This is an optimization exercise on Yosys and OpenROAD, whose aim is small area, a short achievable clock period and few clock cycles per item, not a production implementation.
The RTL was checked by simulation tests, not by an equivalence proof against the original design.
No activity file was given, so power comes from the tool's default toggle rates.

Setup of cedar:
// bcu
module bcu (
    input  wire         clk,
    input  wire         rst,             
    input  wire         cmd_valid,
    output wire         cmd_ready,
    input  wire [127:0] cmd,
    output wire         rsp_valid,
    input  wire         rsp_ready,
    output wire [127:0] rsp
);
    localparam CAP = 32;
    localparam F_INVALID_ID = 4'd1, F_VALUE_RANGE = 4'd2, F_TRUNCATED = 4'd3, F_RESERVED_SIZE = 4'd4,
               F_WIDTH_RANGE = 4'd5, F_OVERFLOW = 4'd6, F_ILLEGAL = 4'd7, F_ADDR_RANGE = 4'd8;
    reg [255:0] mem;                     
    reg [5:0]   len;                     
    reg [31:0]  pos;                     
    reg [7:0]   ent_id;
    reg [2:0]   ent_size;
    reg [31:0]  ent_value;
    reg         ent_valid;               
    reg         rv;
    reg [3:0]   r_status;
    reg         r_ent;                   
    reg [2:0]   r_size;                  
    reg         r_tl;                    
    reg         r_pos;                   
    reg [1:0]   r_k;
    reg         r_xoff;                  
    reg [55:0]  r_x;                     
    function [5:0] width_of;
        input [2:0] c;
        case (c)
            3'd0: width_of = 6'd0;
            3'd1: width_of = 6'd1;
  ...
For scale: roughly 410 flip-flops, about 260 I/O pins, ~0.035 mm² of cells after synthesis.
export LEC_CHECK = 0
export ABC_AREA = 1
export CAP_MARGIN = 30
export CORE_MARGIN = 2
export CORE_UTILIZATION = 40
export CTS_BUF_LIST = sky130_fd_sc_hd__clkbuf_4
export SETUP_SLACK_MARGIN = 5
export SLEW_MARGIN = 20
export TNS_END_PERCENT = 0
create_clock -name core_clock -period 12.0 [get_ports {clk}]
standard.sh (not shown) runs the stock make flow with config.mk's settings and CLKGATE_MAP_FILE= SYNTH_SCRIPT=/design/flow/synth_recipe.tcl, a recipe that flattens the netlist after the stock synthesis.
==> flow/flow/run.sh <==
#!/bin/bash
# Layout flow: the standard flow (standard.sh), except that
#  - synthesis maps the logic with the ABC script in flow/abc_area.script
#    (an area-oriented mapping) instead of ORFS's; the registers and every
#    other synthesis step are the standard synthesis's;
#  - the port buffers are sky130_fd_sc_hd__buf_1 (ORFS picks a delay cell).
# Each step's full output goes to a log file in this folder (and ORFS's own
# logs under orfs/logs).
set -euo pipefail
here=$(pwd)
rm -rf "$here/cs_scripts"
cp -r "$FLOW_HOME/scripts" "$here/cs_scripts"
cp "$here/flow/abc_area.script" "$here/cs_scripts/abc_area.script"
bash standard.sh SCRIPTS_DIR="$here/cs_scripts" ABC_AREA=1 synth > "$here/synth.log" 2>&1
bash standard.sh "BUFFER_PORTS_ARGS=-buffer_cell sky130_fd_sc_hd__buf_1" finish > "$here/layout.log" 2>&1
==> flow/flow/abc_area.script <==
strash
&get -n
&fraig -x
&put
scorr
dc2
strash
&get -n
&synch2
&nf -R 1000
&put
buffer -c
topo
stime -c
upsize -c
dnsize -c
cedar completed every stage of the flow, and the final layout passed the timing, DRC and antenna checks.
Testbench counts of cedar, summed over its fixed seeds: cycles 8,054, commands 8,046.
Inputs modified between cedar and harbor:
- CTS_BUF_LIST removed (was sky130_fd_sc_hd__clkbuf_4)
==> flow/flow/run.sh <==
#!/bin/bash
# Layout flow: the standard flow, except that synthesis maps the logic with
# the ABC script in flow/abc_area.script (an area-oriented mapping) instead of
# ORFS's. Everything else, including the registers, is the standard synthesis.
set -euo pipefail
here=$(pwd)
rm -rf "$here/cs_scripts"
cp -r "$FLOW_HOME/scripts" "$here/cs_scripts"
cp "$here/flow/abc_area.script" "$here/cs_scripts/abc_area.script"
bash standard.sh SCRIPTS_DIR="$here/cs_scripts" ABC_AREA=1 synth > "$here/synth.log" 2>&1
bash standard.sh > "$here/layout.log" 2>&1
--- a/flow/flow/abc_area.script
+++ b/flow/flow/abc_area.script
@@ -8,4 +8,4 @@
 &get -n
-&synch2
-&nf -R 1000
+&dch -f
+&nf
 &put
==> comparison <==
Summary of harbor over cedar: switching power of the nets up 190 µW; overall power after layout went up 600 µW; layout-stage area growth over the synthesis result moved up. Total number of cells along the worst setup path in harbor is 11 lower than in cedar. Across both runs, design area was higher for harbor than for cedar. The more densely filled core belongs to harbor, not cedar. harbor ends up with a relative contribution of the clock network to total power that is 1.5 points higher than in cedar.

==> what the ideal ports hide <==
In the flow no input, the clock included, has a driving cell. The finished layouts below were timed again as built, in two steps. Step 1 assumes that a clkbuf_16 drives the clock port and a buf_2 every other input. Step 2, shift: input delay + t, output delay - t, t = (earliest + latest rising clock arrival at the registers) / 2. This alone moves slack from input paths to output paths. Three values: ideal ports, drivers, drivers and shift; two values: the first two.
| run | t, ns | setup slack, ns | worst setup path at the end | worst register clock-pin slew, ns | cell pins on the clock port's net |
|---|---|---|---|---|---|
| cedar | 1.012 | 4.918 / 4.929 / 3.929 | input to register | 0.09 / 0.09 | 1 |
| harbor | 0.687 | 4.723 / 4.764 / 4.077 | input to register | 0.07 / 0.07 | 1 |
After both steps setup and hold are still met in every run listed. The setup slack of cedar, which loses most, moves by +0.011 ns with the drivers and by -0.989 ns with both steps.
